Source: an optimization exercise on an open RTL-to-GDS flow (aim: small area, a short achievable clock period and few clock cycles). Production flows keep margins and buffers that such runs may drop.
In this exercise RTL edits were held to simulation tests only and were not proved equivalent to the original.
Power is estimated from default activity; no workload was simulated.

### flow/run.sh
#!/bin/bash
# synth_recipe.tcl (not shown) runs the flow's synth.tcl, then flattens the netlist and writes it again
# the make line also repeats each setting of config.mk as NAME=value (left out here)
make -C /OpenROAD-flow-scripts/flow DESIGN_CONFIG=/design/flow/config.mk WORK_HOME=/design/flow/orfs CLKGATE_MAP_FILE= SYNTH_SCRIPT=/design/flow/synth_recipe.tcl finish
### flow/config.mk
export PLATFORM = sky130hd
export DESIGN_NAME = line_decoder
export DESIGN_NICKNAME = line_decoder
export VERILOG_FILES = /design/flow/design.v
export SDC_FILE = /design/flow/constraint.sdc
export NUM_CORES = 4
export LEC_CHECK = 0
export CAP_MARGIN = 20
export CORE_MARGIN = 2
export CORE_UTILIZATION = 40
export PLACE_DENSITY = 0.6
export SLEW_MARGIN = 20
### flow/constraint.sdc
create_clock -name core_clock -period 12.0 [get_ports {clk}]
set_input_delay 2.4000 -clock core_clock [delete_from_list [all_inputs] [get_ports {clk}]]
set_output_delay 2.4000 -clock core_clock [all_outputs]
set_load 0.01 [all_outputs]
### flow/design.v
module thr_cmp (
    input  wire signed [14:0] y5,
    input  wire        [13:0] tm,
    input  wire               tn1,
    output wire signed [16:0] tg,
    output wire signed [16:0] tl,
    output wire signed [16:0] tn
);
    wire signed [16:0] x20 = {y5, 2'b00};
    wire signed [16:0] te  = {3'd0, tm};
    assign tg = x20 + ~te + {16'd0, !tn1};    
    assign tl = x20 + te + {16'd0, tn1};
    assign tn = -x20;
endmodule
module line_decoder (
    input  wire               clk,
    input  wire               rst,
    input  wire               start,
    input  wire        [2:0]  cmd_scheme,
    input  wire        [15:0] cmd_ncells,
    input  wire signed [15:0] cmd_spb,
    input  wire        [11:0] cmd_fs,
    input  wire               s_valid,
    output wire               s_ready,
    input  wire signed [11:0] s_data,
    output reg                b_valid,
    output reg                b_bit,
    output reg                busy,
    output reg                done,
    output reg         [1:0]  res,
    output wire        [15:0] outlen
);
    localparam [2:0] SC_NRZL = 3'd0, SC_NRZI = 3'd1, SC_MAN = 3'd2, SC_DMAN = 3'd3,
                     SC_AMI  = 3'd4, SC_B8ZS = 3'd5, SC_HDB3 = 3'd6, SC_RSVD = 3'd7;
    localparam [1:0] RES_OK = 2'd0, RES_EMPTY = 2'd1, RES_INVALID = 2'd2, RES_UNSUP = 2'd3;
    reg  [15:0] n_l;
    reg  [13:0] h_l;         
    reg         f_nrzl, f_nrzi, f_man, f_dman, f_win, f_b8;
    reg  [13:0] tm;
    reg         tn1;
    assign outlen = n_l;
    reg         rdy;         
    reg         pass2;
    reg  [13:0] hc;          
    reg         hb;          
    reg  [15:0] kc;          
    assign s_ready = rdy;
    wire        take   = s_valid && rdy;
    wire        h_end  = (hc == 14'd1);
    wire        c_end  = h_end && hb;
    wire        k_last = (kc == 16'd1);
    reg  signed [11:0] x1;
    reg         v1;
    reg         s1_p2, s1_cfirst, s1_hfirst, s1_h2, s1_hend, s1_cend, s1_last;
    reg         nxt_cfirst, nxt_hfirst;    
    reg  signed [14:0] y5;
    reg         v2t, v2;
    reg         s2_cfirst, s2_hfirst, s2_h2, s2_hend, s2_cend, s2_last;
    reg  signed [16:0] ta, tb, tc;
    reg         s3_rstab, s3_rstc, s3_hend, s3_cend, s3_last;
    reg  signed [31:0] acc_a, acc_b, acc_c;
    reg         v4_hend, v4_cend, v4_last;
    reg         ref_nz, ref_pos;     
    reg         dm_bit;              
    reg  [7:0]  w_pre, w_pol;        
    reg  [3:0]  w_cnt;
    reg  [3:0]  skip;                
    reg         lb_pos;
    reg         flush;
    wire signed [16:0] tg, tl, tn;
    thr_cmp u_terms (.y5(y5), .tm(tm), .tn1(tn1), .tg(tg), .tl(tl), .tn(tn));
    wire [13:0] y_m  = y5[13:0] ^ {14{y5[14]}};
    wire        y_n  = y5[14];
    wire        y_gt = {y_m, y_n} > {tm, tn1};
    wire gt  = !acc_a[31];               
    wire lt  =  acc_b[31];               
    wire nz  = gt || lt;
    wire cgt = !acc_c[31];
    reg  line_bit;
    always @(*) begin
        if (f_nrzl)      line_bit = gt;
        else if (f_nrzi) line_bit = nz && ref_nz && (gt != ref_pos);
        else if (f_man)  line_bit = lt || (!gt && cgt);
        else if (f_dman) line_bit = dm_bit;
        else             line_bit = nz;
    end
    wire [3:0]  win_len  = f_b8 ? 4'd8 : 4'd4;
    wire        w_full   = (w_cnt == win_len);
    wire [2:0]  w_last   = f_b8 ? 3'd7 : 3'd3;
    wire        ex_pre   = w_pre[w_last];
    wire        ex_pol   = w_pol[w_last];
    wire        ex_bit   = ex_pre && (skip == 4'd0);
    wire        lb_eff   = (w_full && ex_pre) ? ex_pol : lb_pos;
    wire [7:0]  np_pre   = {w_pre[6:0], nz};
    wire [7:0]  np_pol   = {w_pol[6:0], gt};
    wire [3:0]  cnt_n    = w_full ? w_cnt : w_cnt + 4'd1;
    wire        test_en  = (cnt_n == win_len) && (skip <= 4'd1);
    wire b8_shape = !np_pre[7] && !np_pre[6] && !np_pre[5] && np_pre[4] &&
                     np_pre[3] && !np_pre[2] && np_pre[1] && np_pre[0];
    wire b8_pol   = (np_pol[4] == lb_eff) && (np_pol[3] != lb_eff) &&
                    (np_pol[1] != lb_eff) && (np_pol[0] == lb_eff);
    wire match8   = b8_shape && b8_pol;
    wire h_mid    = !np_pre[2] && !np_pre[1] && np_pre[0];
    wire t000v    = h_mid && !np_pre[3] && (np_pol[0] == lb_eff);
    wire tb00v    = h_mid &&  np_pre[3] && (np_pol[3] != lb_eff) && (np_pol[0] == np_pol[3]);
    wire match4   = t000v || tb00v;
    wire        match    = test_en && (f_b8 ? match8 : match4);
    wire [2:0]  fl_idx   = w_cnt[2:0] - 3'd1;
    wire        fl_bit   = w_pre[fl_idx] && (skip == 4'd0);
    always @(posedge clk) begin
        if (rst) begin
            busy    <= 1'b0;
            done    <= 1'b0;
            res     <= RES_OK;
            n_l     <= 16'd0;
            rdy     <= 1'b0;
            v1      <= 1'b0;
        end else begin
            v1  <= take;
            if (!busy) begin
                if (start) begin
                    done   <= 1'b0;
                    res    <= RES_OK;
                    n_l    <= 16'd0;
                    if (cmd_ncells == 16'd0) begin
                        res  <= RES_EMPTY;
                        done <= 1'b1;
                    end else if (cmd_spb <= 16'sd0 || cmd_spb[0]) begin
                        res  <= RES_INVALID;
                        done <= 1'b1;
                    end else if (cmd_scheme == SC_RSVD) begin
                        res  <= RES_UNSUP;
                        done <= 1'b1;
                    end else begin
                        busy <= 1'b1;
                        rdy  <= 1'b1;
                        n_l  <= cmd_ncells;
                    end
                end
            end else begin
                if (take && pass2 && c_end && k_last)
                    rdy <= 1'b0;
                if ((v4_cend && v4_last && !f_win) || (flush && w_cnt == 4'd1)) begin
                    busy <= 1'b0;
                    done <= 1'b1;
                end
            end
        end
    end
    always @(posedge clk) begin
        if (!busy) begin
            h_l    <= cmd_spb[14:1];
            f_nrzl <= (cmd_scheme == SC_NRZL);
            f_nrzi <= (cmd_scheme == SC_NRZI);
            f_man  <= (cmd_scheme == SC_MAN);
            f_dman <= (cmd_scheme == SC_DMAN);
            f_win  <= (cmd_scheme == SC_B8ZS) || (cmd_scheme == SC_HDB3);
            f_b8   <= (cmd_scheme == SC_B8ZS);
            hc     <= cmd_spb[14:1];
            hb     <= 1'b0;
            kc     <= cmd_ncells;
            pass2  <= 1'b0;
            nxt_cfirst <= 1'b1;
            nxt_hfirst <= 1'b0;
        end else if (take) begin
            if (h_end) begin
                hc <= h_l;
                hb <= !hb;
            end else begin
                hc <= hc - 14'd1;
            end
            if (c_end) begin
                if (k_last) begin
                    kc    <= n_l;
                    pass2 <= 1'b1;
                end else begin
                    kc <= kc - 16'd1;
                end
            end
            nxt_cfirst <= c_end;
            nxt_hfirst <= h_end && !hb;
        end
    end
    always @(posedge clk) begin
        x1        <= s_data;
        s1_p2     <= pass2;
        s1_cfirst <= nxt_cfirst;
        s1_hfirst <= nxt_hfirst;
        s1_h2     <= hb;
        s1_hend   <= h_end && !hb;
        s1_cend   <= c_end;
        s1_last   <= c_end && k_last;
    end
    always @(posedge clk) begin
        y5        <= {{3{x1[11]}}, x1} + {x1[11], x1, 2'b00};
        s2_cfirst <= s1_cfirst;
        s2_hfirst <= s1_hfirst;
        s2_h2     <= s1_h2;
        s2_hend   <= s1_hend;
        s2_cend   <= s1_cend;
        s2_last   <= s1_last;
    end
    always @(posedge clk) begin
        if (rst) begin
            v2t <= 1'b0;
            v2  <= 1'b0;
        end else begin
            v2t <= v1 && !s1_p2;
            v2  <= v1 && s1_p2;
        end
    end
    always @(posedge clk) begin
        if (!busy) begin
            tm  <= {2'b00, cmd_fs};
            tn1 <= 1'b0;
        end else if (v2t && y_gt) begin
            tm  <= y_m;
            tn1 <= y_n;
        end
        ta <= !v2 ? 17'sd0 : (f_man && s2_h2) ? tn : tg;
        tb <= !v2 ? 17'sd0 : (f_man && s2_h2) ? tn : tl;
        tc <= !v2 ? 17'sd0 : tg;
        s3_rstab <= v2 && (s2_cfirst || (f_dman && s2_hfirst));
        s3_rstc  <= v2 && s2_cfirst;
        s3_hend  <= v2 && s2_hend;
        s3_cend  <= v2 && s2_cend;
        s3_last  <= s2_last;
    end
    always @(posedge clk) begin
        acc_a <= (s3_rstab ? -32'sd1 : acc_a) + {{15{ta[16]}}, ta};
        acc_b <= (s3_rstab ?  32'sd0 : acc_b) + {{15{tb[16]}}, tb};
        acc_c <= (s3_rstc  ? -32'sd1 : acc_c) + {{15{tc[16]}}, tc};
        v4_last <= s3_last;
    end
    always @(posedge clk) begin
        if (rst) begin
            v4_hend <= 1'b0;
            v4_cend <= 1'b0;
        end else begin
            v4_hend <= s3_hend;
            v4_cend <= s3_cend;
        end
    end
    always @(posedge clk) begin
        if (rst) begin
            b_valid <= 1'b0;
            b_bit   <= 1'b0;
            flush   <= 1'b0;
        end else begin
            b_valid <= 1'b0;
            b_bit   <= 1'b0;
            if (!busy) begin
                flush   <= 1'b0;
                ref_nz  <= 1'b0;
                ref_pos <= 1'b0;
                w_cnt   <= 4'd0;
                skip    <= 4'd0;
                lb_pos  <= 1'b0;
            end else begin
                if (v4_hend)
                    dm_bit <= nz && ref_nz && (gt == ref_pos);
                if (v4_cend) begin
                    if (!f_win) begin
                        b_valid <= 1'b1;
                        b_bit   <= line_bit;
                        if (f_nrzi && nz) begin
                            ref_nz  <= 1'b1;
                            ref_pos <= gt;
                        end
                        if (f_dman) begin
                            ref_nz  <= nz;
                            ref_pos <= gt;
                        end
                    end else begin
                        if (w_full) begin
                            b_valid <= 1'b1;
                            b_bit   <= ex_bit;
                        end
                        lb_pos <= lb_eff;
                        w_pre  <= np_pre;
                        w_pol  <= np_pol;
                        w_cnt  <= cnt_n;
                        if (match)
                            skip <= win_len;
                        else if (skip != 4'd0)
                            skip <= skip - 4'd1;
                        if (v4_last)
                            flush <= 1'b1;
                    end
                end else if (flush) begin
                    b_valid <= 1'b1;
                    b_bit   <= fl_bit;
                    w_cnt   <= w_cnt - 4'd1;
                    if (skip != 4'd0)
                        skip <= skip - 4'd1;
                    if (w_cnt == 4'd1)
                        flush <= 1'b0;
                end
            end
        end
    end
endmodule
==> run notes, run 1 <==
The worst setup path is captured at a primary output. The count of flip-flops with a built-in enable after synthesis is 90. The most used flip-flop cell after synthesis is sky130_fd_sc_hd__dfxtp_1. The number of nets at the end of the flow came out at roughly 2,300. The later pin in the worst-skew pair is clocked with a latency of about 0.55 ns. The via count of the first global-routing pass came out at between 10,000 and 15,000. The number of synthesized register bits came out at roughly 320. The worst register-to-register path begins at s3_rstab. For this run, the register share of the synthesized area comes to between 40% and 50%.

The cell depth of the worst min-delay path came out at 0. Global routing consumed, on the met2 layer, between 20 and 30% of the routing resources. The minimum clock period after layout is slightly below 4 ns.

The async set-or-reset flop fraction in the synthesized netlist came out at 0%. The via-per-instance ratio came out at around 5.3. The path class of the tightest hold or removal check is reg -> reg.

In this run the post-CTS setup repair buffer count came out at 0. The leakage component of the power came out at 9.11 nW. The endpoint of the worst hold path is v4_last.

Setup repair after global routing left no endpoint under its margin. For this run, the detailed router's first-pass iteration total came to 5. The maximum number of pins on one net before global-route repair came out at 65. The number of I/O pins is 86. For this run, the number of Yosys warnings is 1. For met3 alone, demand over resource in global routing was between 2 and 3%.

Buffers inserted to repair hold after CTS numbered 0. In this run the critical register-to-register path is captured at acc_b[30]. The accumulated negative setup slack is 0 ns. The die is 217 µm wide. Including well taps, the total number of placed cells is between 2,000 and 3,000.

Final hold analysis gives a worst-case slack of around 0.32 ns. The final cycle utilization of the critical path is 32.8%. The count of endpoints failing setup in the final report is 0.

The transition time at the pin with the least slew margin is around 0.97 ns. Tracing the worst setup path back leads to its startpoint at n_l[14]. The worst voltage drop across the vdd grid is 0.0922 mV. Counting every net in the synthesized netlist gives around 2,200.

The floorplan die height is ~220 µm. TritonCTS built the clock tree. After synthesis, the cell types taking the most area are sky130_fd_sc_hd__dfxtp_1, sky130_fd_sc_hd__edfxtp_1, sky130_fd_sc_hd__ha_1. Buffers placed on the I/O ports in this run total 85. The congestion estimate from routability-driven global placement came to a little under 0.9. The global-route wire length before repair is ~70,000 µm.

The initial antenna violation count is 0. The wire length per cell is between 15 and 20 µm. After global routing, the most crowded layer is met2. The final clock skew is approximately 0.014 ns.

The clock root buffer master is sky130_fd_sc_hd__clkbuf_16. The count of final max-slew check failures came to 0. The largest fanout on the critical path came out at 3. The critical path in this run is classified as reg -> out.

The total count of hold-check failures in the final report came out at 0. The power density relative to cell area came out at between 100 and 150 nW/µm². The vias after detailed routing is about 14,000.

The violation count after the first detailed-route iteration came out at just under 800. The initial core utilization is roughly 40%. The count of unresolved DRC violations after routing is 0. The die covers roughly 47,000 µm². The number of max-cap violations came out at 0. The clock sink count is between 300 and 400. The detailed-placement wirelength estimate is a little over 30,000 µm. The sum of buffers and inverters on the critical path came out at 1.

The floorplan row count is slightly below 80. Once layout is complete, the cells apart from fillers number between 2,000 and 3,000. The number of cells produced by synthesis is 1,996. The number of routed nets with antenna violations is 0. The critical path's slowest cell is sky130_fd_sc_hd__clkdlybuf4s50_1. The post-cts sizing count came out at 0.

The number of clock buffers added by TritonCTS is 37. The peak per-stage delay on the critical path is between 0.5 and 0.6 ns. In the layout the commonest cells are sky130_fd_sc_hd__dfxtp_1, sky130_fd_sc_hd__nor2_1, sky130_fd_sc_hd__a21oi_1. Measured against its own limit, the worst slew margin works out to 35.4%.

The cell family contributing the most delay on the critical path is buffers and inverters. The type of element launching the critical path is a flip-flop. The aggregate global routing overflow came out at 0. The setup slack of the worst register-to-register path is roughly 8.2 ns. The run finished with no timing, DRC or antenna violations. The area of the mapped netlist came out at between 15,000 and 20,000 µm². The number of H-tree levels is 2.

STA puts the critical path data required time at between 9 and 10 ns. The share of synthesized area in the top cell type comes to 25.1%. The synthesized area per cell is between 9 and 10 µm². For this block, the routed nets add up to 42,500 µm of wire. The global routing usage on met1 came out at 24.8%. At the worst endpoint, the arrival time is 1.54 ns. The depth of the most critical reg-to-reg path came out at 13. In the post-route analysis, the smallest setup slack over all paths is roughly 8.1 ns. The final cell utilization of the core is a little under half. For this run, the top clock speed supported by timing is 254 MHz. The share of cells above drive strength 1 is under 10%. The filler cells instantiated in the layout total approximately 4,300.

The clock tree buffer depth is 3. The overall global routing resource usage came out at 18.2%. Compared with the post-synthesis result, the final layout area differs by 15.3%. The startpoint of the most critical hold path is s3_last. The count of cell types in the netlist came out at 77. The clock transition at the registers of the reported paths is about 0.060 ns. The worst setup slack before clock tree synthesis is 7.48 ns.

The biggest area contributor in the post-synthesis netlist is sky130_fd_sc_hd__dfxtp_1. The core area is 45,100 µm². Traced cell by cell, the critical path runs through clkdlybuf4s50_1. The number of diodes is 0. The most common library cell in the layout ignoring fill and taps is sky130_fd_sc_hd__dfxtp_1.
[cell families after synthesis]
| kind of cell | synth area share, % |
|---|---|
| XOR/XNOR | 7.52 |
| adder cells (fa/ha/maj) | 11.3 |
| buffers and inverters | 3.29 |
| multiplexers | 2.16 |
| flip-flops | 40.0 |
| AND/OR/NAND/NOR | 19.6 |
| AO/OA/AOI/OAI | 16.2 |
[routing by layer]
metal  wire (µm)  vias up
met3        2190       78
met1       20100     6661
met4        1150        0
met5           0        -
met2       19100      357
li1            -     7225
[registers in the layout, indices dropped and copies added, names as in the netlist, 12 cells and up]
signal  cells
tb         16
tc         17
acc_b      32
hc         14
x1         12
tm         14
kc         16
y5         15
acc_a      32
acc_c      32
h_l        14
n_l        16
ta         17
[worst reg2reg max path: cells and delay by family, from the launching register on]
family | cells | cell delay [ns]
fa+ha+maj | 2 | 0.67
flops | 1 | 0.31
compound gates | 8 | 1.94
simple gates | 1 | 0.14
xor+xnor | 1 | 0.15
buf+inv | 1 | 0.50
[synth_stat cells (9+ instances only)]
cell                         n
sky130_fd_sc_hd__o31ai_1     9
sky130_fd_sc_hd__clkbuf_1   57
sky130_fd_sc_hd__ha_1      157
sky130_fd_sc_hd__mux2_2     21
sky130_fd_sc_hd__xor2_1     64
sky130_fd_sc_hd__a21oi_1   173
sky130_fd_sc_hd__mux2i_1    11
sky130_fd_sc_hd__nand3_1    68
sky130_fd_sc_hd__xnor2_1    92
sky130_fd_sc_hd__nor3b_1     9
sky130_fd_sc_hd__and3_1      9
sky130_fd_sc_hd__a31oi_1    14
sky130_fd_sc_hd__or3_1      12
sky130_fd_sc_hd__o211ai_1   12
sky130_fd_sc_hd__o21a_1     20
sky130_fd_sc_hd__a21o_1     43
sky130_fd_sc_hd__dfxtp_1   228
sky130_fd_sc_hd__a211oi_1   16
sky130_fd_sc_hd__nor4_1     18
sky130_fd_sc_hd__or2_2      67
sky130_fd_sc_hd__o21bai_1   15
sky130_fd_sc_hd__nor3_1     39
sky130_fd_sc_hd__nand2_1   125
sky130_fd_sc_hd__o21ai_0    79
sky130_fd_sc_hd__and2_1     21
sky130_fd_sc_hd__nand2b_1   29
sky130_fd_sc_hd__inv_1      91
sky130_fd_sc_hd__nand4_1    21
sky130_fd_sc_hd__nor2_1    217
sky130_fd_sc_hd__edfxtp_1   90
sky130_fd_sc_hd__nor2b_1    50
[area by class of cell]
class                      instances  area [µm²]  area share (%)
sequential                       318        7270            34.7
tap                              600         751            3.59
timing repair buffer              96         937            4.48
inverter                          92         345            1.65
multi-input combinational       1521       10300            49.2
clock inverter                    19         251            1.20
clock buffer                      49        1070            5.13
[how the worst max path moves through the flow]
| stage | to | slack [ns] | cells past startpoint |
|---|---|---|---|
| 2_1_floorplan | kc[0] | 7.79 | 2 |
| 3_3_place_gp | busy | 7.09 | 7 |
| 3_5_place_dp | busy | 7.48 | 7 |
| 4_1_cts | outlen[7] | 8.03 | 1 |
| 5_1_grt | acc_b[30] | 7.80 | 13 |
| 6_report | outlen[14] | 8.06 | 1 |
[per-stage QoR]
step / power, mW / area [µm²]
after floorplan: 1.46 / 18200
after global placement: 1.57 / 19600
after detailed placement: 1.58 / 19600
after CTS: 2.81 / 20900
after global routing: 2.90 / 20900
final: 2.78 / 20900
[power by group]
part | switching, mW | internal, mW
sequential | 0.0442 | 1.14
clock | 0.469 | 0.747
combinational | 0.211 | 0.163
Testbench counts, summed over its fixed seeds: cycles 62,204.
==> run 2: changes to the inputs <==
==> flow/flow/run.sh (new file) <==
#!/bin/bash
# Standard layout, with timing repair aimed at a tighter setup target than the clock period.
set -euo pipefail
bash standard.sh SETUP_SLACK_MARGIN=8.8 finish > standard_flow.log 2>&1
==> flow/standard.sh (new file) <==
#!/bin/bash
# synth_recipe.tcl (not shown) runs the flow's synth.tcl, then flattens the netlist and writes it again
# the make line also repeats each setting of config.mk as NAME=value (left out here)
make -C /OpenROAD-flow-scripts/flow DESIGN_CONFIG=/design/flow/config.mk WORK_HOME=/design/flow/orfs CLKGATE_MAP_FILE= SYNTH_SCRIPT=/design/flow/synth_recipe.tcl "${@:-finish}"
removed: flow/run.sh
==> run 2 against run 1 <==
  * Flip-flop and latch count is the same
  * Area after synthesis unchanged
  * Clock power is 3% lower
  * First-iteration DRC count is 15% lower
  * Clock skew is 0.0037 ns higher
==> run notes, run 2 <==
The number of optimization iterations in the first detailed-route pass is 7. The vias after detailed routing is 14,500. Buffers inserted during clock tree synthesis total 38. In this run the worst hold path is classified as reg -> reg. Entering global routing, the biggest net connects between 40 and 50 pins. For the worst setup path, the data arrival time is between 1 and 1.5 ns. The average instance in the mapped netlist occupies 9.10 µm².

The CTS tree is yes. The first global-routing pass estimated 72,900 µm of wire. Timing would allow up to roughly 300 MHz.

The sum of buffers and inverters on the critical path is 1. The transition time at the pin with the least slew margin is 0.774 ns. The flow ran to the end and the layout has no timing, DRC or antenna violations. The number of H-tree levels came out at 2. Counting flops with an async set or reset pin after synthesis yields a share of 0%. Once the floorplan was initialized, standard cells occupied approximately two fifths of the core.

The layout-stage area growth over the synthesis result is 21.4%. The number of cells produced by synthesis is roughly 2,000. STA classifies the critical path endpoint as a primary output. The count of nets left with antenna violations once routing finished came out at 0.

The final cycle utilization of the critical path came out at between 20% and 30%. The critical path's slowest cell is sky130_fd_sc_hd__dfxtp_4. The most common library cell in the layout ignoring fill and taps is sky130_fd_sc_hd__nor2_1.

For this design the ratio of total power to cell area is ~130 nW/µm². Ranked by total cell area, the synthesized netlist is headed by sky130_fd_sc_hd__dfxtp_1, sky130_fd_sc_hd__edfxtp_1, sky130_fd_sc_hd__ha_1. The worst setup path is launched from a flip-flop. The final weighted congestion in routability-driven placement is around 0.88. The accumulated negative setup slack came out at 0 ns. The die covers roughly 47,000 µm².

The count of flip-flops with a built-in enable after synthesis is 90. For this run, the number of Yosys warnings is 1. On the critical path the largest part of the delay comes from flip-flops. The number of synthesized register bits is 318. The via count of the first global-routing pass is roughly 15,000. The clock transition at the registers of the reported paths is 0.06 ns. The final clock skew came out at ~0.018 ns.

The count of final max-slew check failures is 0. The worst hold margin is 0.323 ns. The mapped netlist covers between 15,000 and 20,000 µm².

In this design, the stage delay of the slowest critical-path cell is about 0.35 ns. After legalization and detailed placement, the total HPWL measured a little over 30,000 µm. Walking the worst path, the cells encountered are buf_6. The critical path in this run is classified as reg -> out. The die is about 220 µm wide. The register area share after synthesis is approximately two fifths. The leakage component of the power came out at ~9.6 nW. From bottom edge to top edge, the die measures approximately 220 µm.

The wire length per cell is 16.0 µm. After floorplanning, the core was divided into 78 placement rows. The minimum clock period after layout is approximately 3.4 ns. The count of port buffers added during placement is 85.

The core area is between 40,000 and 50,000 µm². The count of endpoints failing setup in the final report is 0. The number of max-cap violations came out at 0.

The tree built by TritonCTS fans out to 318 sinks. The count of unresolved DRC violations after routing is 0. The number of I/O pins is 86. The number of diodes is 0. Setup repair after global routing could not meet its margin everywhere. The worst voltage drop across the vdd grid came out at 0.0836 mV. In the layout the commonest cells are sky130_fd_sc_hd__nor2_1, sky130_fd_sc_hd__dfxtp_1, sky130_fd_sc_hd__a21oi_1. Data on the critical path is required at its endpoint by between 9 and 10 ns. The largest fanout on the critical path is 2. The initial antenna violation count is 1.

The commonest cells after synthesis are sky130_fd_sc_hd__dfxtp_1, sky130_fd_sc_hd__nor2_1, sky130_fd_sc_hd__a21oi_1. Of the cells placed in the final design, the portion with a size suffix greater than 1 is a little under a fifth. Wires add up to about 44,000 µm.

The aggregate global routing overflow came out at 0. For the worst-skew pair, the clock arrives at the later sink with an insertion delay of 0.55 ns. The total count of hold-check failures in the final report is 0. The synthesized netlist net count came out at 2,220. The area share of the largest cell type after synthesis is ~25%.

The cts-stage hold buffer count is 0. The count of cell types in the netlist is between 70 and 80. The largest registers in the layout are acc_a (32), acc_b (32), acc_c (32).

The relative slew slack is 48.1%. The most frequent cell after synthesis is sky130_fd_sc_hd__dfxtp_1. The overall global routing resource usage is 18.8%. The via-per-instance ratio is roughly 5.3. The number of nets at the end of the flow is approximately 2,300.

The first routing iteration left 653 violations. The largest total area in the synthesized netlist belongs to sky130_fd_sc_hd__dfxtp_1. The tree is rooted in a sky130_fd_sc_hd__clkbuf_16. The most common flop cell mapped by yosys is sky130_fd_sc_hd__dfxtp_1. The clock passes through at most 3 buffers.
[run 2: timing repair]
action | 4_1_cts | 5_1_grt
gates resized for setup | 246 | 98
endpoints found under the setup margin | 150 | 107
pin swaps | 33 | 42
cloned | 6 | 1
buffers inserted | 37 | 7
[run 2: routing by layer]
| metal | wire length [µm] | vias up | share of wire (%) | global-route usage (%) |
|---|---|---|---|---|
| met1 | 20600 | 6795 | 47 | 24.7 |
| met5 | 15 | - | 0.034 | 0 |
| met2 | 20600 | 323 | 47 | 31.8 |
| met4 | 828 | 2 | 1.9 | 5.46 |
| met3 | 2040 | 66 | 4.6 | 3.14 |
| li1 | - | 7333 | - | - |
[run 2: worst register-to-register path: cells and delay by family (launching register included)]
| kind | cells | cell delay, ns |
|---|---|---|
| AOI/OAI and AO/OA | 6 | 1.54 |
| DFF | 1 | 0.36 |
| and+or+nand+nor | 3 | 0.50 |
| adders and majority gates | 1 | 0.28 |
| buffers and inverters | 2 | 0.26 |
| xor gates and xnor gates | 1 | 0.13 |
[run 2: path summary, 6_finish.rpt]
check                 start         to  slack [ns]  cells after the start
setup / recovery     n_l[7]  outlen[7]        8.58                      1
hold / removal    s1_cfirst  s2_cfirst        0.32                      0
setup reg to reg   s3_rstab  acc_b[24]        8.86                     13
hold reg to reg   s1_cfirst  s2_cfirst        0.32                      0
[run 2: cells by family (layout without fill, tap and decap cells)]
family                   count (synthesis)  after routing  synth area share, %
flip-flops                             318            318                 40.0
adder cells (fa/ha/maj)                161            161                 11.3
multiplexers                            34             34                 2.16
buffers and inverters                  157            306                 3.29
XOR/XNOR                               156            156                 7.52
AO/OA/AOI/OAI                          455            455                 16.2
AND/OR/NAND/NOR                        715            717                 19.6
[run 2: where the power goes]
group	internal, mW	switching [mW]
Combinational	0.169	0.221
Sequential	1.14	0.0485
Clock	0.719	0.463
Total	2.03	0.733
[run 2: through the flow]
step / utilization [%] / power (mW) / setup WS (ns) / instances / instance area (µm²)
4_1_cts: 48.3 / 2.78 / 8.56 / 2739 / 21800
3_5_place_dp: 43.8 / 1.59 / 7.59 / 2627 / 19800
3_3_place_gp: 43.8 / 1.59 / 7.58 / 2626 / 19700
5_1_grt: 48.9 / 2.88 / 8.56 / 2747 / 22100
2_1_floorplan: - / 1.46 / 8.50 / 1996 / 18300
6_report: 48.9 / 2.76 / 8.58 / 2747 / 22100
[run 2: area by class of cell]
cell class              instances  area [µm²]
fillers                      4141       23000
multi-input cells            1523       10900
flip-flops and latches        318        7310
repair buffers                145        1420
clock buffers                  54        1120
well taps                     600         751
inverters                      92         345
clock inverters                15         166
==> run 3: changes to the inputs <==
==> flow/flow/run.sh (replaced) <==
#!/bin/bash
# Standard layout, with timing repair aimed at a tighter setup target than the clock period.
set -euo pipefail
bash standard.sh SETUP_SLACK_MARGIN=8.4 finish > standard_flow.log 2>&1
==> run 3 against run 2 <==
  * Largest power group is now clock
  * Hold slack improved by 0.0025 ns
  * Cell count decreased by 1.3%
  * Routed wire length shrank 5.0%
  * Core utilization down 1.6 points
  * Non-clock buffer count down 34
  * Critical endpoint is now outlen[13]
==> run notes, run 3 <==
The flow ran to the end and the layout has no timing, DRC or antenna violations. The via-per-instance ratio is around 5.2. The number of cells produced by synthesis came out at about 2,000. The count of flip-flops with a built-in enable after synthesis came out at 90. On the critical path the largest part of the delay comes from flip-flops. The floorplan die height came out at around 220 µm.

The cell depth of the worst min-delay path came out at 0. The number of max-cap violations came out at 0. The relative slew slack is approximately 47%. Relative to the synthesized area, the layout overhead comes to 17.4%. The insertion delay of the later-clocked pin in the worst-skew pair is between 0.5 and 0.6 ns. The count of port buffers added during placement came out at 85.

The number of optimization iterations in the first detailed-route pass came out at 5. The horizontal die dimension came out at 217 µm. In the layout the commonest cells are sky130_fd_sc_hd__nor2_1, sky130_fd_sc_hd__dfxtp_1, sky130_fd_sc_hd__a21oi_1. By area the synthesized netlist is led by sky130_fd_sc_hd__dfxtp_1, sky130_fd_sc_hd__edfxtp_1, sky130_fd_sc_hd__ha_1. The longest clock path from root to sink contains 3 buffers. Entering global routing, the biggest net connects just over 60 pins. The most used flip-flop cell after synthesis is sky130_fd_sc_hd__dfxtp_1. The worst setup path is captured at a primary output. The number of nets at the end of the flow is roughly 2,300. The worst voltage drop across the vdd grid came out at between 0.1 and 0.15 mV.

The vias after detailed routing is 14,200. The number of buffers added by the clock tree synthesis step came out at 38. The transition time at the pin with the least slew margin came out at ~0.79 ns. The register area share after synthesis is between 40% and 50%. The post-route netlist has between 10% and 20% of its cells at a drive strength greater than 1. The largest fanout on the critical path came out at 3. The minimum clock period after layout came out at around 3.6 ns. For this block, the initial DRC count from the detailed router was 687. In this run the number of cells on the critical path is 1. The type of element launching the critical path is a flip-flop.

The number of synthesized register bits came out at ~320. The floorplan has a little under 80 rows. The via count of the first global-routing pass came to 14,000. The initial core utilization is 40.3%. The most common library cell in the layout ignoring fill and taps is sky130_fd_sc_hd__nor2_1. The initial antenna violation count is 0. In this design, the stage delay of the slowest critical-path cell is about 0.36 ns.

Data on the critical path is required at its endpoint by roughly 9.6 ns. The leakage component of the power is slightly above 9 nW. In the final layout, the registers with the most flip-flops are acc_a (32), acc_b (32), acc_c (32). The area of the mapped netlist came out at 18,200 µm². The data arrival at the endpoint of the critical path came out at between 1 and 1.5 ns.

The clock net in this run drives a total of 318 sinks. The count of endpoints failing setup in the final report is 0. The CTS tree is yes.

The core area came out at 45,100 µm². The tightest min-delay check is of the reg -> reg type. The synthesized design spends more area on one cell type than any other, namely sky130_fd_sc_hd__dfxtp_1. The critical path goes through clkdlybuf4s15_2. The number of diodes came out at 0. The wire length per cell is 15.4 µm. The tree is rooted in a sky130_fd_sc_hd__clkbuf_16. The count of cell types in the netlist is a little under 80. The most frequent cell after synthesis is sky130_fd_sc_hd__dfxtp_1. Measured in cells, the most critical reg-to-reg path has a length of 13. The maximum operating frequency came out at approximately 280 MHz.

The total die area came out at roughly 47,000 µm². The count of warnings emitted by yosys came out at 1. The final clock skew is around 0.036 ns. Detailed placement finished with a half-perimeter wire length of 30,100 µm. The synthesized design devotes to its leading area cell type approximately 25% of total area. After global routing the overflow that remains totals 0. The number of H-tree levels came out at 2. The final cycle utilization of the critical path came out at a little under 30%. The number of nets in the synthesized netlist is between 2,000 and 2,500. The final weighted congestion in routability-driven placement is between 0.8 and 0.9.

The detail route stage leaves a number of antenna-violating nets equal to 0. The total count of hold-check failures in the final report is 0. Power spread over the standard cell area amounts to 130 nW/µm². The async set-or-reset flop fraction in the synthesized netlist came out at 0%.

The worst hold margin is 0.326 ns. The count of unresolved DRC violations after routing came out at 0. The critical path class is reg -> out.

The routed design has ~42,000 µm of wire. The critical path's slowest cell is sky130_fd_sc_hd__dfxtp_2. The number of I/O pins came out at 86.

The overall global routing resource usage is between 15 and 20%. Together, buffers and inverters on the worst path number 1. The clock transition at the registers of the reported paths came out at about 0.06 ns. The accumulated negative setup slack is 0 ns. A synthesized cell averages roughly 9 µm².

The count of final max-slew check failures was 0. The commonest cells after synthesis are sky130_fd_sc_hd__dfxtp_1, sky130_fd_sc_hd__nor2_1, sky130_fd_sc_hd__a21oi_1. The global-route wire length before repair is approximately 70,000 µm. Setup repair after global routing could not meet its margin everywhere.
-- run 3: cell counts after synthesis --
Identical to the previous run, type by type.
-- run 3: metal layers --
layer | share of wire, % | GRT usage (%) | up-vias
li1 | - | - | 7263
met5 | 0 | 0 | -
met1 | 47 | 22.9 | 6655
met2 | 46 | 29.2 | 247
met4 | 2.9 | 7.19 | 0
met3 | 4.2 | 3.41 | 69
-- run 3: layout make-up --
cell class / instances / area (µm²)
Clock buffer: 50 / 1130
Clock inverter: 20 / 241
Fill cell: 4326 / 23800
Inverter: 92 / 345
Multi-Input combinational cell: 1521 / 10400
Sequential cell: 318 / 7290
Tap cell: 600 / 751
Timing Repair Buffer: 111 / 1120
-- run 3: timing repair --
action,in CTS,in global routing
hold buffers,0,0
pin swaps,1,10
gates resized for setup,78,37
endpoints found under the setup margin,90,69
cloned,1,2
setup buffers,1,10
-- run 3: worst paths after layout --
kind | start | endpoint | slack (ns)
max reg2reg | s3_rstab | acc_b[24] | 8.58
min reg2reg | s1_hend | s2_hend | 0.33
min | s1_hend | s2_hend | 0.33
max | n_l[13] | outlen[13] | 8.44
-- run 3: cell families after synthesis --
logic type,after synthesis,synth area share [%]
buffers and inverters,157,3.29
multiplexers,34,2.16
flip-flops,318,40.0
adder cells (fa/ha/maj),161,11.3
AO/OA/AOI/OAI,455,16.2
XOR/XNOR,156,7.52
AND/OR/NAND/NOR,715,19.6
-- run 3: power breakdown --
part	leakage [nW]	switching (mW)	internal, mW
sequential	2.72	0.0415	1.14
clock	0.667	0.480	0.742
combinational	5.91	0.203	0.162
-- run 3: through the flow --
stage	worst slack [ns]	area (µm²)	power, mW	utilization, %	instances
after global placement	7.61	19600	1.56	43.5	2627
after global routing	8.34	21300	2.90	47.3	2712
after detailed placement	7.56	19600	1.57	43.5	2628
after floorplan	8.40	18200	1.46	-	1996
after CTS	8.36	21100	2.80	46.8	2700
final	8.44	21300	2.77	47.3	2712
==> run 4: changes to the inputs <==
--- a/flow/design.v
+++ b/flow/design.v
@@ -10,7 +10,51 @@
     wire signed [16:0] te  = {3'd0, tm};
     assign tg = x20 + ~te + {16'd0, !tn1};    
     assign tl = x20 + te + {16'd0, tn1};
-    assign tn = -x20;
+    assign tn = ~x20;                         
+endmodule
+module bacc #(parameter BS = 6, parameter [31:0] INIT = 32'hffffffff) (
+    input  wire        clk,
+    input  wire        restart,
+    input  wire [16:0] t,
+    input  wire        ci,
+    output wire        neg
+);
+    localparam NB = (32 + BS - 1) / BS;
+    reg  [31:0]   acc;
+    reg  [NB-2:0] cr;
+    wire [31:0]   a = restart ? INIT : acc;
+    wire [31:0]   b = {{15{t[16]}}, t};
+    wire [NB-1:0] bcin = restart ? {{(NB-1){1'b0}}, ci} : {cr, ci};
+    wire [NB-1:0] bco;
+    wire [31:0]   s;
+    genvar j;
+    generate for (j = 0; j < NB; j = j + 1) begin : blk
+        localparam LO = j * BS;
+        localparam W  = (LO + BS > 32) ? (32 - LO) : BS;
+        wire [W:0] r = {1'b0, a[LO +: W]} + {1'b0, b[LO +: W]} + {{W{1'b0}}, bcin[j]};
+        assign s[LO +: W] = r[W-1:0];
+        assign bco[j] = r[W];
+    end endgenerate
+    always @(posedge clk) begin
+        acc <= s;
+        cr  <= bco[NB-2:0];
+    end
+    wire [NB-1:0] c;
+    assign c[0] = 1'b0;
+    generate for (j = 1; j < NB; j = j + 1) begin : res
+        localparam LO = (j - 1) * BS;
+        wire d = (j == 1) ? 1'b0 : cr[j-2];
+        assign c[j] = (d & c[j-1]) ? (&acc[LO+1 +: BS-1]) : ((d | c[j-1]) & (&acc[LO +: BS]));
+    end endgenerate
+    localparam TL = (NB - 1) * BS;
+    wire dt  = cr[NB-2];
+    wire c31;
+    generate if (TL >= 30) begin : top1
+        assign c31 = (dt & c[NB-1]) | ((dt | c[NB-1]) & acc[30]);
+    end else begin : topn
+        assign c31 = (dt & c[NB-1]) ? (&acc[30:TL+1]) : ((dt | c[NB-1]) & (&acc[30:TL]));
+    end endgenerate
+    assign neg = acc[31] ^ c31;
 endmodule
 module line_decoder (
     input  wire               clk,
@@ -58,7 +102,8 @@
     reg         s2_cfirst, s2_hfirst, s2_h2, s2_hend, s2_cend, s2_last;
     reg  signed [16:0] ta, tb, tc;
     reg         s3_rstab, s3_rstc, s3_hend, s3_cend, s3_last;
-    reg  signed [31:0] acc_a, acc_b, acc_c;
+    reg         ci_ab;       
+    wire        neg_a, neg_b, neg_c;
     reg         v4_hend, v4_cend, v4_last;
     reg         ref_nz, ref_pos;     
     reg         dm_bit;              
@@ -72,10 +117,10 @@
     wire [13:0] y_m  = y5[13:0] ^ {14{y5[14]}};
     wire        y_n  = y5[14];
     wire        y_gt = {y_m, y_n} > {tm, tn1};
-    wire gt  = !acc_a[31];               
-    wire lt  =  acc_b[31];               
+    wire gt  = !neg_a;                   
+    wire lt  =  neg_b;                   
     wire nz  = gt || lt;
-    wire cgt = !acc_c[31];
+    wire cgt = !neg_c;
     reg  line_bit;
     always @(*) begin
         if (f_nrzl)      line_bit = gt;
@@ -219,6 +264,7 @@
         end
         ta <= !v2 ? 17'sd0 : (f_man && s2_h2) ? tn : tg;
         tb <= !v2 ? 17'sd0 : (f_man && s2_h2) ? tn : tl;
+        ci_ab <= v2 && f_man && s2_h2;
         tc <= !v2 ? 17'sd0 : tg;
         s3_rstab <= v2 && (s2_cfirst || (f_dman && s2_hfirst));
         s3_rstc  <= v2 && s2_cfirst;
@@ -226,10 +272,10 @@
         s3_cend  <= v2 && s2_cend;
         s3_last  <= s2_last;
     end
+    bacc #(.INIT(32'hffffffff)) u_acc_a (.clk(clk), .restart(s3_rstab), .t(ta), .ci(ci_ab), .neg(neg_a));
+    bacc #(.INIT(32'h00000000)) u_acc_b (.clk(clk), .restart(s3_rstab), .t(tb), .ci(ci_ab), .neg(neg_b));
+    bacc #(.INIT(32'hffffffff)) u_acc_c (.clk(clk), .restart(s3_rstc),  .t(tc), .ci(1'b0),  .neg(neg_c));
     always @(posedge clk) begin
-        acc_a <= (s3_rstab ? -32'sd1 : acc_a) + {{15{ta[16]}}, ta};
-        acc_b <= (s3_rstab ?  32'sd0 : acc_b) + {{15{tb[16]}}, tb};
-        acc_c <= (s3_rstc  ? -32'sd1 : acc_c) + {{15{tc[16]}}, tc};
         v4_last <= s3_last;
     end
     always @(posedge clk) begin
==> flow/flow/run.sh (replaced) <==
#!/bin/bash
# Standard layout, with timing repair aimed at a tighter setup target than the clock period.
set -euo pipefail
bash standard.sh SETUP_SLACK_MARGIN=8.8 CTS_CLUSTER_SIZE=20 CTS_CLUSTER_DIAMETER=60 finish > standard_flow.log 2>&1
==> run 4 against run 3 <==
  * Critical path depth stayed put
  * Worst setup slack better by 0.11 ns
  * First-iteration DRC count is 9.6% lower
  * Flip-flop and latch count is 16 higher
  * Total power is 6.7% lower
  * Largest power group is now sequential cells
  * Largest cell class unchanged
  * Routed wire length is 11% lower
  * Via count is 13% lower
  * Hold slack better by 0.0045 ns
==> run notes, run 4 <==
The startpoint identified for the worst register-to-register timing path is y5[3]. The worst path needs between 3 and 4 ns of the cycle, external delays included. The commonest cells after synthesis are sky130_fd_sc_hd__dfxtp_1, sky130_fd_sc_hd__nor2_1, sky130_fd_sc_hd__ha_1. The total overflow left after global routing is 0. Among all cell types in the netlist, the one instantiated most often is sky130_fd_sc_hd__dfxtp_1. The layout-stage area growth over the synthesis result is 16.8%. Summed over all failing endpoints, the final setup total negative slack is 0 ns. The required time of the worst setup path came out at about 9.6 ns. The depth of the most critical reg-to-reg path is 9. The most critical setup path has its startpoint at n_l[1]. The final clock skew came out at 0.0270 ns. The async set-or-reset flop fraction in the synthesized netlist is 0%. The wire length per cell came out at ~15 µm. The longest clock path from root to sink contains 3 buffers.

The count of final max-slew check failures came out at 0. The most common flop cell mapped by yosys is sky130_fd_sc_hd__dfxtp_1. The area of the mapped netlist is 17,400 µm². The via-per-instance ratio is approximately 5. The share of cells above drive strength 1 came out at between 10% and 20%. The worst hold margin is about 0.33 ns. Setup repair after global routing could not meet its margin everywhere. The detailed-placement wirelength estimate came out at roughly 27,000 µm. The number of max-cap violations is 0. After synthesis, the mean cell area works out to roughly 10 µm². The transition time at the pin with the least slew margin is between 1 and 1.5 ns. Measured on the finished design, the core utilization comes to a little under half. The count of port buffers added during placement is 85. The overall global routing resource usage came out at approximately 17%. The synthesized netlist net count is 2,005. The repair_antennas step left the layout with diodes totalling 0. The cell depth of the worst min-delay path is 0. The region available for standard cell placement spans ~43,000 µm². The largest fanout on the critical path came out at 2.

The library cell used most frequently in the layout, excluding fill and tap cells, is sky130_fd_sc_hd__dfxtp_1. The flow ran to the end and the layout has no timing, DRC or antenna violations. After detailed routing, the number of remaining DRC violations is 0. The insertion delay of the later-clocked pin in the worst-skew pair came out at roughly 0.6 ns.

The count of warnings emitted by yosys came out at 3. In the layout the commonest cells are sky130_fd_sc_hd__dfxtp_1, sky130_fd_sc_hd__nor2_1, sky130_fd_sc_hd__ha_1. Among all stages on the critical path, the largest delay is contributed by sky130_fd_sc_hd__dfxtp_2. In this run the number of cells on the critical path is 1.

The kind of cell with the highest combined delay along the critical path is flip-flops. The violation count after the first detailed-route iteration came out at roughly 620. The sum of buffers and inverters on the critical path is 1. In this run the vertical extent of the chip is between 200 and 250 µm. The number of cells produced by synthesis came out at 1,770. CTS saw approximately 330 sinks. Buffers inserted during clock tree synthesis total 29. The number of nets at the end of the flow is around 2,100. The number of synthesized register bits is about 330. The floorplan step set the die width to roughly 210 µm. The analysis attributes to cell leakage a power of about 9.3 nW. The via count of the first global-routing pass came out at around 13,000. The final wirelength came out at 37,100 µm. The critical path is of the reg -> out type. Traced cell by cell, the critical path runs through buf_6. The total count of hold-check failures in the final report came to 0. The count of flip-flops with a built-in enable after synthesis is 90. The cell taking the most area after synthesis is sky130_fd_sc_hd__dfxtp_1.

The initial antenna violation count came to 0. On the worst path, the slowest cell contributes a delay of 0.36 ns. STA classifies the critical path endpoint as a primary output. The number of routed nets with antenna violations is 0. The die covers 45,200 µm². The number of I/O pins is 86.

The first global-routing pass estimated a little over 60,000 µm of wire. The final cycle utilization of the critical path is around 29%. The maximum operating frequency came out at ~290 MHz. CTS placed an instance of sky130_fd_sc_hd__clkbuf_16 at the clock tree root.

The count of endpoints failing setup in the final report came out at 0. The worst voltage drop across the vdd grid is between 0.1 and 0.15 mV. At the worst endpoint, the arrival time is 1.06 ns. In this run the most critical hold path is launched from s1_cend. The number of H-tree levels came out at 1.

Sorting the synthesized cells by area gives the leading types as sky130_fd_sc_hd__dfxtp_1, sky130_fd_sc_hd__edfxtp_1, sky130_fd_sc_hd__ha_1. STA classifies the critical path startpoint as a flip-flop. Summing over every cut layer, the via total after detailed routing is 12,400. At the end of routability-driven placement, the weighted congestion stood at ~0.9.

Entering global routing, the biggest net connects 65 pins. The count of cell types in the netlist came out at 74. The clock transition at the registers of the reported paths came out at approximately 0.08 ns. The number of optimization iterations in the first detailed-route pass is 5. The initial core utilization came out at 40.5%. The worst hold path belongs to the class reg -> reg. The power density relative to cell area is roughly 130 nW/µm².

In this run the tightest slew margin relative to its limit is 30.0%. The register area share after synthesis came out at 43.6%. The overall power consumption is approximately 2.6 mW.

The area share of the largest cell type after synthesis is ~28%. The CTS tree is yes. In the final layout, the registers with the most flip-flops are u_acc_a.acc (32), u_acc_b.acc (32), u_acc_c.acc (32). The floorplan has 76 rows.
## run 4: changes by cell type after synthesis, moves of 9 or more
cell and change:
sky130_fd_sc_hd__a21oi_1 -63, sky130_fd_sc_hd__nand2_1 -62, sky130_fd_sc_hd__nand3_1 -45, sky130_fd_sc_hd__inv_1 +43, sky130_fd_sc_hd__o21ai_0 -33, sky130_fd_sc_hd__nor2_1 -31, sky130_fd_sc_hd__fa_1 +29, sky130_fd_sc_hd__a21o_1 +24
sky130_fd_sc_hd__a22oi_1 +18, sky130_fd_sc_hd__ha_1 -18, sky130_fd_sc_hd__dfxtp_1 +16, sky130_fd_sc_hd__xor2_1 -11, sky130_fd_sc_hd__or3_1 -9
## run 4: worst paths after layout
path / endpoint / slack, ns
min: s2_cend / 0.33
max reg2reg: tc[16] / 8.98
max: outlen[1] / 8.54
min reg2reg: s2_cend / 0.33
## run 4: repair_timing
action                                 4_1_cts  5_1_grt
gates resized for setup                    212       32
buffers inserted                            24        0
setup endpoints to repair                  110       55
endpoints found under the hold margin        0        0
hold buffers                                 0        0
pin swaps                                   12       10
gates cloned                                 1        0
## run 4: logic make-up after synthesis
group           synth area share (%)
compound gates                  13.2
buf+inv                         4.23
mux                             2.30
xor+xnor                        7.09
fa+ha+maj                       13.8
flops                           43.6
simple gates                    15.8
## run 4: per-layer routing
layer	global-route usage (%)	share of wire [%]
met1	22.1	47
met2	29.5	48
met3	1.98	3.2
met4	3.67	1.4
met5	0	0
## run 4: final cells by class
type | instances | area, µm²
Fill cell | 4113 | 22700
Multi-Input combinational cell | 1243 | 9360
Sequential cell | 334 | 7620
Timing Repair Buffer | 119 | 1140
Clock buffer | 32 | 737
Tap cell | 585 | 732
Inverter | 135 | 507
Clock inverter | 22 | 233
## run 4: through the flow
step                      instance area (µm²)  setup WS (ns)  instances
after floorplan                         17600           8.59       1770
after global placement                  19000           7.66       2391
after detailed placement                19000           7.58       2391
after CTS                               20300           8.52       2470
after global routing                    20300           8.50       2470
final                                   20300           8.54       2470
## run 4: where the power goes
part	switching, mW	total, mW	internal, mW	leakage, nW
combinational	0.202	0.371	0.170	5.90
sequential	0.0483	1.25	1.20	2.87
clock	0.478	0.969	0.491	0.478
total	0.728	2.59	1.86	9.25
Testbench counts of run 4, summed over its fixed seeds: cycles 62,204.
==> run 5: changes to the inputs <==
==> flow/flow/run.sh (replaced) <==
#!/bin/bash
# Standard layout, with timing repair aimed at a tighter setup target than the clock period.
set -euo pipefail
bash standard.sh SETUP_SLACK_MARGIN=8.7 CORE_UTILIZATION=60 PLACE_DENSITY=0.75 finish > standard_flow.log 2>&1
==> run 5 against run 4 <==
  * Area after synthesis is the same
  * Highest routed layer unchanged
  * Critical path depth is the same
  * Hold slack lost 0.0031 ns
  * Core utilization grew 24 points
  * Routed wire length grew 0.46%
  * Maximum frequency grew 1.2%
  * Clock power grew 16%
  * Combinational power is essentially flat
  * Largest power group unchanged
  * Still clean
  * Global-route usage grew 7.7 points
  * Via count grew 1.9%
  * Critical path type unchanged
  * Flip-flop and latch count is the same
  * Critical endpoint is now s_ready
  * Die area shrank 33%
==> run notes, run 5 <==
The total die area came out at around 30,000 µm². The aggregate global routing overflow came out at 0. The cell sitting at the root of the clock tree is a sky130_fd_sc_hd__clkbuf_16.

Counting flops with a built-in enable in the synthesized netlist gives 90. In the final design database the tool counted around 2,100 nets. After detailed routing, the average wire length per cell comes to about 16 µm. The share of cells above drive strength 1 is 15.3%. The worst reg2reg path startpoint is tm[0].

No sink is reached through more buffers than the 3 on the longest clock path. After detailed routing, the total wire length is 37,300 µm. The maximum operating frequency is a little under 300 MHz.

The clock transition at the registers of the reported paths is 0.06 ns. In this run, CTS created clock tree buffers numbering 37. The final weighted congestion in routability-driven placement is about 0.94. In the layout the commonest cells are sky130_fd_sc_hd__dfxtp_1, sky130_fd_sc_hd__nor2_1, sky130_fd_sc_hd__ha_1.

The count of port buffers added during placement came out at 85. The synthesized area per cell came out at a little under 10 µm². The leakage component of the power is between 9 and 10 nW.

The total area inside the core boundary comes to 28,600 µm². The count of final max-slew check failures was 0. The number of antenna diodes in the final layout is 0.

The area share of the largest cell type after synthesis came out at 28.1%. Setup repair after global routing could not meet its margin everywhere. The critical path goes through buf_6.

The worst setup path is launched from a flip-flop. The synthesized netlist net count came out at about 2,000. The synthesized design spends more area on one cell type than any other, namely sky130_fd_sc_hd__dfxtp_1. The number of routed nets with antenna violations is 0. The global-route wire length before repair came out at approximately 61,000 µm. The critical path class is reg -> out. The cell depth of the worst min-delay path came out at 0.

Entering global routing, the biggest net connects between 70 and 80 pins. The layout-stage area growth over the synthesis result came out at 16.8%. The initial core utilization is approximately 61%.

The initial antenna violation count was 0. Global routing consumed, over all layers together, between 20% and 30% of the routing resources. CTS saw 334 sinks. The run finished with no timing, DRC or antenna violations. The number of optimization iterations in the first detailed-route pass came out at 5. The most used flip-flop cell after synthesis is sky130_fd_sc_hd__dfxtp_1. In this run the worst setup path begins at rdy. The number of I/O pins is 86. The die is approximately 170 µm wide. Leaving out fill and tap cells, the most frequent cell in the layout is sky130_fd_sc_hd__dfxtp_1. STA classifies the critical path endpoint as a primary output. Measured in cells, the most critical reg-to-reg path has a length of 11.

The category of cells accounting for the largest share of critical-path delay is flip-flops. The slowest stage of the critical path belongs to the cell sky130_fd_sc_hd__dfxtp_4. Headroom to the max-slew limit came out at 28.4%. The largest registers in the layout are u_acc_a.acc (32), u_acc_b.acc (32), u_acc_c.acc (32).

The vias after detailed routing came out at 12,700. The area of the mapped netlist came out at 17,400 µm². The total count of hold-check failures in the final report is 0. The data arrival at the endpoint of the critical path is between 1 and 1.5 ns.

At the pin with the least slew margin, the transition time is roughly 1.1 ns. The count of unresolved DRC violations after routing came out at 0. The floorplan die height came out at ~170 µm. The largest fanout on the critical path came out at 3. Setup violations remaining at the end of the flow were counted as 0. The accumulated negative setup slack is 0 ns. The number of synthesized register bits came out at about 330. The number of cells produced by synthesis came out at around 1,800. The count of warnings emitted by yosys came out at 3. The logic depth of the worst path, buffers included came out at 1. The commonest cells after synthesis are sky130_fd_sc_hd__dfxtp_1, sky130_fd_sc_hd__nor2_1, sky130_fd_sc_hd__ha_1. The worst hold margin came out at ~0.33 ns. The floorplan row count is 62. The power density relative to cell area came out at 135 nW/µm².

For the worst setup path, the data required time is 9.60 ns. The CTS tree is yes. The number of fill cells in the layout is around 2,100.

Sequential cells were found to cover roughly 44% of the synthesized design area. The worst register-to-register path has a setup slack of roughly 9 ns. The sum of buffers and inverters on the critical path came out at 1. The peak per-stage delay on the critical path is ~0.36 ns. The via count of the first global-routing pass came to roughly 13,000.

The minimum clock period after layout came out at 3.42 ns. Across the routed clock network, the largest skew measured is approximately 0.025 ns. The insertion delay of the later-clocked pin in the worst-skew pair came out at 0.53 ns. Dividing the final minimum period by the clock period gives 28.5%. The violation count after the first detailed-route iteration is slightly above 800.

The netlist uses 74 different library cells. The via-per-instance ratio came out at between 5 and 6. By area the synthesized netlist is led by sky130_fd_sc_hd__dfxtp_1, sky130_fd_sc_hd__edfxtp_1, sky130_fd_sc_hd__ha_1. The worst voltage drop across the vdd grid came out at ~0.12 mV.

The worst hold path begins at s1_cfirst. The H-tree was split into 2 levels. The async set-or-reset flop fraction in the synthesized netlist came out at 0%.

The worst hold path belongs to the class reg -> reg. The most frequent cell after synthesis is sky130_fd_sc_hd__dfxtp_1. The detailed-placement wirelength estimate came out at 25,800 µm.

The number of max-cap violations came out at 0.
run 5: cell type report:
class	instances	area [µm²]	area share, %
Clock buffer	58	1100	5.42
Clock inverter	10	104	0.511
Inverter	135	507	2.49
Multi-Input combinational cell	1243	9350	46.0
Sequential cell	334	7630	37.5
Tap cell	384	480	2.36
Timing Repair Buffer	120	1150	5.68
run 5: through the flow:
step | instances | worst slack [ns] | util, % | total power [mW] | cell area [µm²]
after floorplan | 1770 | 8.58 | - | 1.52 | 17600
after global placement | 2189 | 7.72 | 65.5 | 1.62 | 18700
after detailed placement | 2189 | 7.60 | 65.5 | 1.63 | 18700
after CTS | 2278 | 8.55 | 70.7 | 2.75 | 20300
after global routing | 2284 | 8.57 | 71.0 | 2.85 | 20300
final | 2284 | 8.58 | 71.0 | 2.74 | 20300
run 5: power breakdown:
part           leakage, nW  switching [mW]  total (mW)  internal, mW
logic                 5.94           0.204       0.373         0.169
registers             2.87          0.0479        1.25          1.20
clock network        0.596           0.443        1.12         0.676
run 5: worst paths after layout:
kind               end
max            s_ready
min          s2_cfirst
max reg2reg     tc[16]
min reg2reg  s2_cfirst
run 5: layer usage:
metal / global-route usage, % / wire length [µm]
met1: 32.2 / 16800
met2: 41.6 / 17900
met3: 3.63 / 1690
met4: 7.60 / 868
met5: 0 / 0
run 5: kinds of logic after synthesis:
group | after synthesis | share of synthesized area (%)
AND/OR/NAND/NOR | 542 | 15.8
buffers and inverters | 193 | 4.23
multiplexers | 35 | 2.30
AO/OA/AOI/OAI | 353 | 13.2
XOR/XNOR | 141 | 7.09
flip-flops | 334 | 43.6
adder cells (fa/ha/maj) | 172 | 13.8
run 5: repair_timing:
item | CTS | global route
hold buffers | 0 | 0
pin swaps | 12 | 13
endpoints found under the setup margin | 110 | 78
cloned | 0 | 1
buffers inserted | 21 | 5
gates resized for setup | 199 | 43
==> run 6: changes to the inputs <==
==> flow/flow/run.sh (replaced) <==
#!/bin/bash
# Standard layout, with timing repair aimed at a tighter setup target than the clock period.
set -euo pipefail
bash standard.sh SETUP_SLACK_MARGIN=8.8 finish > standard_flow.log 2>&1
==> run 6 against run 5 <==
  * Combinational power is essentially flat
  * Via count is 1.6% lower
  * Cell count increased by 8.7%
  * Clock power grew 4%
  * Core utilization is 23 points lower
  * Design area rose by 1.3%
  * Maximum frequency increased by 0.99%
==> run notes, run 6 <==
The flow ran to the end and the layout has no timing, DRC or antenna violations. The area share of the largest cell type after synthesis came out at between 20 and 30%. The number of nets at the end of the flow came out at around 2,100. Setup repair after global routing could not meet its margin everywhere. The leakage component of the power is roughly 9.4 nW.

The final wirelength came out at around 37,000 µm. In the layout the commonest cells are sky130_fd_sc_hd__dfxtp_1, sky130_fd_sc_hd__nor2_1, sky130_fd_sc_hd__ha_1. The final standard cell area without fillers came out at between 20,000 and 25,000 µm². The routed design could run at a clock period as short as about 3.4 ns. The worst register-to-register path has a depth of 9.

In this run the register-to-register setup slack is 8.98 ns. The final weighted congestion in routability-driven placement is 0.882. The most common flop cell mapped by yosys is sky130_fd_sc_hd__dfxtp_1.

The register area share after synthesis is 43.6%. The floorplan row count is 76. The floorplan die height is ~210 µm.

The die covers roughly 45,000 µm². The synthesized netlist net count is 2,005. Of all cell types, the one taking the most synthesized area is sky130_fd_sc_hd__dfxtp_1. The internal cell power came out at 2.07 mW. The power density relative to cell area came out at ~130 nW/µm².

For this run, the detailed router's first-pass iteration total came to 9. The worst reg2reg path startpoint is y5[3]. The count of final max-slew check failures came out at 0. The detailed-placement wirelength estimate came out at 26,700 µm. The overall global routing resource usage is 16.9%. The worst hold path begins at s1_cend. The number of I/O pins came out at between 80 and 90. The critical path's slowest cell is sky130_fd_sc_hd__dfxtp_2. The tool flagged a number of max-cap violations equal to 0.

The average instance in the mapped netlist occupies 9.83 µm². STA puts the critical path data required time at approximately 9.6 ns. The count of port buffers added during placement is 85. The async set-or-reset flop fraction in the synthesized netlist came out at 0%. The most common library cell in the layout ignoring fill and taps is sky130_fd_sc_hd__dfxtp_1.

The initial core utilization is about two fifths. The cell depth of the worst min-delay path came out at 0. The tightest hold path in the finished design has a slack of about 0.33 ns. The worst register-to-register path ends at tc[16]. TritonCTS built the clock tree. The insertion delay of the later-clocked pin in the worst-skew pair came out at approximately 0.52 ns. Yosys instantiated no cell more often than sky130_fd_sc_hd__dfxtp_1. The critical path is of the reg -> out type. The share of cells above drive strength 1 is 16.1%. The vias after detailed routing came out at 12,500. Of the available clock period, the critical path in the final layout requires roughly 28%. The horizontal die dimension came out at about 210 µm. The cts-stage hold buffer count is 0. Clock tree synthesis selected as its root buffer the cell sky130_fd_sc_hd__clkbuf_16.

In this run, synthesis inferred 90 flip-flops with an integrated enable. The number of synthesized register bits is 334. The worst setup path is captured at a primary output.

The region available for standard cell placement spans around 43,000 µm². The number of routed nets with antenna violations came out at 0. The share of total power dissipated in the clock network is a little over two fifths.

The path with the worst hold slack has its endpoint at s2_cend. The accumulated negative setup slack came out at 0 ns. The share of total power dissipated in combinational logic is a little over an eighth. The count of unresolved DRC violations after routing came out at 0. The final cell utilization of the core came out at 47.9%. Traced cell by cell, the critical path runs through buf_6. The largest registers in the layout are u_acc_a.acc (32), u_acc_b.acc (32), u_acc_c.acc (32). The number of H-tree levels is 2. In this design, the largest share of critical-path delay is due to flip-flops. The cell area that synthesis handed to floorplanning was 17,400 µm².

The peak per-stage delay on the critical path is roughly 0.35 ns. The worst hold path belongs to the class reg -> reg. The largest fanout on the critical path is 2. The data arrival at the endpoint of the critical path came out at about 0.98 ns. The clock sink count came out at around 330. The global-route wire length before repair came out at a little over 60,000 µm. The count of warnings emitted by yosys came out at 3. Compared with the post-synthesis result, the final layout area differs by 18.4%.

The flip-flop and latch area came out at 7620 µm². Setup violations remaining at the end of the flow were counted as 0. The worst voltage drop across the vdd grid came out at 0.110 mV. The number of buffers added by the clock tree synthesis step came out at 37. The post-place instance area came out at 19,000 µm². Yosys mapped the design onto 74 distinct sky130hd cell types. The number of diodes is 0. Summing all multi-input logic gate instances after layout gives approximately 9400 µm².

The clock transition at the registers of the reported paths came out at roughly 0.060 ns. In this run the power spent charging and discharging nets is about 0.7 mW. The via count of the first global-routing pass is between 10,000 and 15,000.

The aggregate global routing overflow is 0. The maximum number of pins on one net before global-route repair came out at 65. The maximum operating frequency came out at about 300 MHz. The part of the total power dissipated in sequential elements came out at roughly 45%. The transition time at the pin with the least slew margin is about 1.1 ns. The total count of hold-check failures in the final report is 0.

In this run, the number of DRC markers left after iteration 0 of detailed routing was around 670. STA classifies the critical path startpoint as a flip-flop. The number of cells produced by synthesis is roughly 1,800.

The final clock skew came out at between 0.01 and 0.015 ns. The wire length per cell is around 15 µm. The clock tree buffer depth came out at 3.

The switching part of the total came out at approximately a quarter. The relative slew slack came out at approximately 29%. Yosys attributes the largest share of cell area to sky130_fd_sc_hd__dfxtp_1, sky130_fd_sc_hd__edfxtp_1, sky130_fd_sc_hd__ha_1. The initial antenna violation count is 0. The number of fill cells in the layout is a little over 4,000. The via-per-instance ratio came out at about 5.0.

After synthesis, the most frequently instantiated cells are sky130_fd_sc_hd__dfxtp_1, sky130_fd_sc_hd__nor2_1, sky130_fd_sc_hd__ha_1. The sum of buffers and inverters on the critical path is 1.
## run 6: cell counts after synthesis
No cell type changed its count.
## run 6: power by group through the flow
stage          Clock [mW]  Combinational [mW]  Sequential, mW
2_1_floorplan           0               0.273            1.25
3_3_place_gp            0               0.357            1.27
3_5_place_dp            0               0.361            1.27
4_1_cts              1.19               0.369            1.25
5_1_grt              1.23               0.416            1.25
6_report             1.16               0.372            1.25
## run 6: cell type report
| cell class | instances | area share [%] |
|---|---|---|
| Clock inverter | 13 | 0.577 |
| Multi-Input combinational cell | 1243 | 45.4 |
| Clock buffer | 53 | 5.54 |
| Timing Repair Buffer | 120 | 5.44 |
| Sequential cell | 334 | 37.0 |
| Inverter | 135 | 2.46 |
| Tap cell | 585 | 3.55 |
## run 6: cell families after synthesis
group / synth area share [%]
AO/OA/AOI/OAI: 13.2
XOR/XNOR: 7.09
adder cells (fa/ha/maj): 13.8
buffers and inverters: 4.23
flip-flops: 43.6
multiplexers: 2.30
AND/OR/NAND/NOR: 15.8
## run 6: worst max path at each step
stage	depth (start not counted)	from	to	slack (ns)
2_1_floorplan	7	cmd_spb[10]	n_l[10]	8.59
3_3_place_gp	7	start	busy	7.66
3_5_place_dp	7	start	n_l[8]	7.58
4_1_cts	1	res[1]	res[1]	8.59
5_1_grt	1	n_l[3]	outlen[3]	8.59
6_report	1	res[1]	res[1]	8.62
## run 6: metrics by stage
stage / setup WS (ns) / std cells / power [mW]
CTS: 8.59 / 2482 / 2.81
global placement: 7.66 / 2391 / 1.63
global route: 8.59 / 2483 / 2.90
finish: 8.62 / 2483 / 2.78
floorplan: 8.59 / 1770 / 1.52
detailed placement: 7.58 / 2391 / 1.63
## run 6: per-layer routing
metal / global-route usage (%) / up-vias / wire length [µm]
li1: - / 6298 / -
met1: 22.2 / 5940 / 17700
met2: 29.4 / 188 / 17900
met3: 2.19 / 39 / 1240
met4: 4.29 / 0 / 625
met5: 0 / - / 0
## run 6: repair_timing
item                                    4_1_cts  5_1_grt
buffers inserted                             24        0
gates cloned                                  1        1
pin swaps                                    10       18
endpoints found under the setup margin      111       70
hold endpoints to repair                      0        0
gates resized for setup                     233       42

re-timing with driven ports:
No port has a modelled driver above. Below, the same layouts with a new extraction and two added sets of constraints.
Step 1 assumes that a clkbuf_16 drives the clock port and a buf_2 every other input.
Step 2 times the ports against the registers' clock, not the clock port: input delays grow and output delays shrink by t, the midpoint of the rising clock arrivals with the driver on.
Three values: ideal ports, drivers, drivers and shift; two values: the first two.
| run | shift t [ns] | setup WS [ns] | hold slack, ns | latest minus earliest clock arrival (ns) |
|---|---|---|---|---|
| run 1 | 0.599 | 8.064 / 8.009 / 7.529 | 0.324 / 0.324 / 0.324 | 0.016 / 0.015 |
| run 2 | 0.602 | 8.581 / 8.524 / 8.209 | 0.323 / 0.323 / 0.323 | 0.020 / 0.020 |
| run 3 | 0.609 | 8.437 / 8.384 / 7.884 | 0.326 / 0.326 / 0.326 | 0.036 / 0.036 |
| run 4 | 0.635 | 8.542 / 8.489 / 8.210 | 0.330 / 0.330 / 0.330 | 0.030 / 0.030 |
| run 5 | 0.571 | 8.584 / 8.532 / 8.126 | 0.327 / 0.327 / 0.327 | 0.026 / 0.026 |
| run 6 | 0.569 | 8.617 / 8.565 / 8.272 | 0.328 / 0.328 / 0.328 | 0.016 / 0.016 |
After both steps every run listed still meets setup and hold. For run 3, which loses most, drivers alone change the setup slack by -0.053 ns; drivers and shift together by -0.553 ns.
